This design comes from an exercise in tuning for small area, a short achievable clock period and few clock cycles per item on the open sky130 flow, not from production work.
The RTL was checked by simulation tests, not by an equivalence proof against the original design.
Power is estimated from default activity; no workload was simulated.

## run A
==> flow/design.v (excerpt) <==
module fcu (
    input  wire        clk,
    input  wire        rst,
    input  wire        cmd_valid,
    output wire        cmd_ready,
    input  wire [7:0]  cmd_word,
    input  wire [63:0] cmd_data,
    output reg         rsp_valid,
    output reg  [1:0]  rsp_status,
    output wire [63:0] rsp_data
);
clock: 28.0 ns
lec_check: 0
abc_area: 1
cap_margin: 20
core_margin: 2
core_utilization: 50
place_density: 0.7
slew_margin: 20
standard.sh (not shown) runs the stock make flow with config.mk's settings and CLKGATE_MAP_FILE= SYNTH_SCRIPT=/design/flow/synth_recipe.tcl, a recipe that flattens the netlist after the stock synthesis.
==> flow/flow/run.sh <==
#!/bin/bash
# Standard ORFS layout, with timing repair asked to leave setup margin so
# that it shortens the critical path although the 28 ns clock is met.
set -euo pipefail
export SETUP_SLACK_MARGIN=20
bash standard.sh > standard.log 2>&1
Run A went all the way through synthesis, placement and routing and the layout is clean on timing, DRC and antenna.
Testbench counts of run A, summed over its fixed seeds: cycles 37,783, items 32,000.
Here is what was changed in the inputs of run B compared with run A.
# run A
export LEC_CHECK = 0
export ABC_AREA = 1
export CAP_MARGIN = 20
export CORE_MARGIN = 2
export CORE_UTILIZATION = 50
export PLACE_DENSITY = 0.7
export SLEW_MARGIN = 20
create_clock -name core_clock -period 28.0 [get_ports {clk}]
# run B
export LEC_CHECK = 0
export CAP_MARGIN = 20
export CORE_MARGIN = 2
export CORE_UTILIZATION = 50
export PLACE_DENSITY = 0.7
export SLEW_MARGIN = 20
create_clock -name core_clock -period 28.0 [get_ports {clk}]
==> flow/run.sh (new file) <==
#!/bin/bash
# synth_recipe.tcl (not shown) runs the flow's synth.tcl, then flattens the netlist and writes it again
# the make line also repeats each setting of config.mk as NAME=value (left out here)
make -C /OpenROAD-flow-scripts/flow DESIGN_CONFIG=/design/flow/config.mk WORK_HOME=/design/flow/orfs CLKGATE_MAP_FILE= SYNTH_SCRIPT=/design/flow/synth_recipe.tcl finish
removed: flow/flow/run.sh
removed: flow/standard.sh
--- outcome ---
- | register-to-register slack | run B vs run A | worse |
- For total met2 wirelength after detailed routing, dividing the value from run A by the value from run B gives 0.830.
- When run B is measured against run A, its count of distinct cell types in the synthesized netlist turns out about 80% higher.
- Violation count after the first detailed-route iteration: run B vs run A down 297
- In the flow results for run A and run B, the clock-buffer cell count is smaller on run A.
- In the flow results for run A and run B, the combined global-route utilization of all metal layers is larger on run B.
- Worst-case setup margin in the final layout delta (run B − run A): unfavourable
- Of run A and run B, the run reporting the higher routability congestion estimate from global placement was run B.
- Comparing run A and run B, the higher power consumption is on run B.
Here is what was changed in the inputs of run C compared with run B.
# run B
export LEC_CHECK = 0
export CAP_MARGIN = 20
export CORE_MARGIN = 2
export CORE_UTILIZATION = 50
export PLACE_DENSITY = 0.7
export SLEW_MARGIN = 20
create_clock -name core_clock -period 28.0 [get_ports {clk}]
# run C
export LEC_CHECK = 0
export ABC_AREA = 1
export CAP_MARGIN = 20
export CORE_MARGIN = 2
export CORE_UTILIZATION = 50
export PLACE_DENSITY = 0.7
export SLEW_MARGIN = 20
create_clock -name core_clock -period 28.0 [get_ports {clk}]
==> flow/flow/run.sh (new file) <==
#!/bin/bash
# Standard ORFS layout, with timing repair asked to leave setup margin so
# that it shortens the critical path although the 28 ns clock is met.
set -euo pipefail
export SETUP_SLACK_MARGIN=21
bash standard.sh > standard.log 2>&1
==> flow/standard.sh (new file) <==
#!/bin/bash
# synth_recipe.tcl (not shown) runs the flow's synth.tcl, then flattens the netlist and writes it again
# the make line also repeats each setting of config.mk as NAME=value (left out here)
make -C /OpenROAD-flow-scripts/flow DESIGN_CONFIG=/design/flow/config.mk WORK_HOME=/design/flow/orfs CLKGATE_MAP_FILE= SYNTH_SCRIPT=/design/flow/synth_recipe.tcl "${@:-finish}"
removed: flow/run.sh
==> results.txt <==
Run C ended up with a higher number of cells upsized or downsized after cts than run B did. Run B reports its dominant combinational cell family by area after synthesis as compound AO/OA/AOI/OAI gates while run C reports simple AND/OR/NAND/NOR gates. Run C completed every stage of the flow, and the final layout passed the timing, design-rule and antenna checks. NOTE number of global-route vias before repair run B->run C increased by a few percent. Comparing run C and run B, layout overhead on the synthesized area is higher on run C.
diff inputs: run C => run D
# run C
export LEC_CHECK = 0
export ABC_AREA = 1
export CAP_MARGIN = 20
export CORE_MARGIN = 2
export CORE_UTILIZATION = 50
export PLACE_DENSITY = 0.7
export SLEW_MARGIN = 20
create_clock -name core_clock -period 28.0 [get_ports {clk}]
# run D
export LEC_CHECK = 0
export CAP_MARGIN = 20
export CORE_MARGIN = 2
export CORE_UTILIZATION = 50
export PLACE_DENSITY = 0.7
export SLEW_MARGIN = 20
create_clock -name core_clock -period 28.0 [get_ports {clk}]
-- flow/flow/run.sh --
<<< run C, line 5
export SETUP_SLACK_MARGIN=21
>>> run D, line 5
export SETUP_SLACK_MARGIN=20
Notes after the runs:
Run D ended up with sky130_fd_sc_hd__mux2i_2 as its cell with the largest stage delay on the worst path; run C ended up with sky130_fd_sc_hd__a221oi_2.
Compared with run C, run D shows combinational fraction of design power lower by 0.8 points.
Non-filler instance count after layout of run D falls short of that of run C by more than 10%.
The power attributed to the clock group in run C is 0.889 times that in run D.
For routed length on met1, dividing the value from run C by the value from run D gives 0.911.
Endpoint arrival time on the critical path (run D over run C): increase, 1290 ps
The run with more routed wire is run D, not run C.
simple AND/OR/NAND/NOR gates as the combinational family with the most area after synthesis was reported by run C, and compound AO/OA/AOI/OAI gates by run D.
The die used by run D is larger than the one used by run C.
Run D vs run C: worst hold slack down in run D
Diff run D..run C | count of final max-slew check failures | unchanged

==> afterwards: timing with drivers on the ports <==
The results above use ideal ports. As a check the final layouts listed here were re-extracted and re-timed, cells and wires unchanged.
Step 1 sets driving cells, clkbuf_16 on the clock port and buf_2 on the other inputs (assumed; they add their load-dependent delay and slew).
Step 2 adds t to the input delays and takes it off the output delays; t is the mean of the earliest and latest rising clock arrival at the registers after step 1. Input paths then give back, and output paths get back, about the clock's delay inside the block.
Three values: ideal ports, drivers, drivers and shift; two values: the first two.
| run | shift t [ns] | setup WS [ns] | clock arrival spread, ns |
|---|---|---|---|
| run A | 0.562 | 20.114 / 20.129 / 19.567 | 0.019 / 0.020 |
| run B | 0.562 | 16.560 / 16.560 / 16.560 | 0.023 / 0.022 |
| run C | 0.578 | 20.684 / 20.698 / 20.120 | 0.035 / 0.035 |
| run D | 0.581 | 19.403 / 19.403 / 19.383 | 0.035 / 0.034 |
After both steps setup and hold are still met in every run listed. For run C, which loses most, drivers alone change the setup slack by +0.014 ns; drivers and shift together by -0.564 ns.
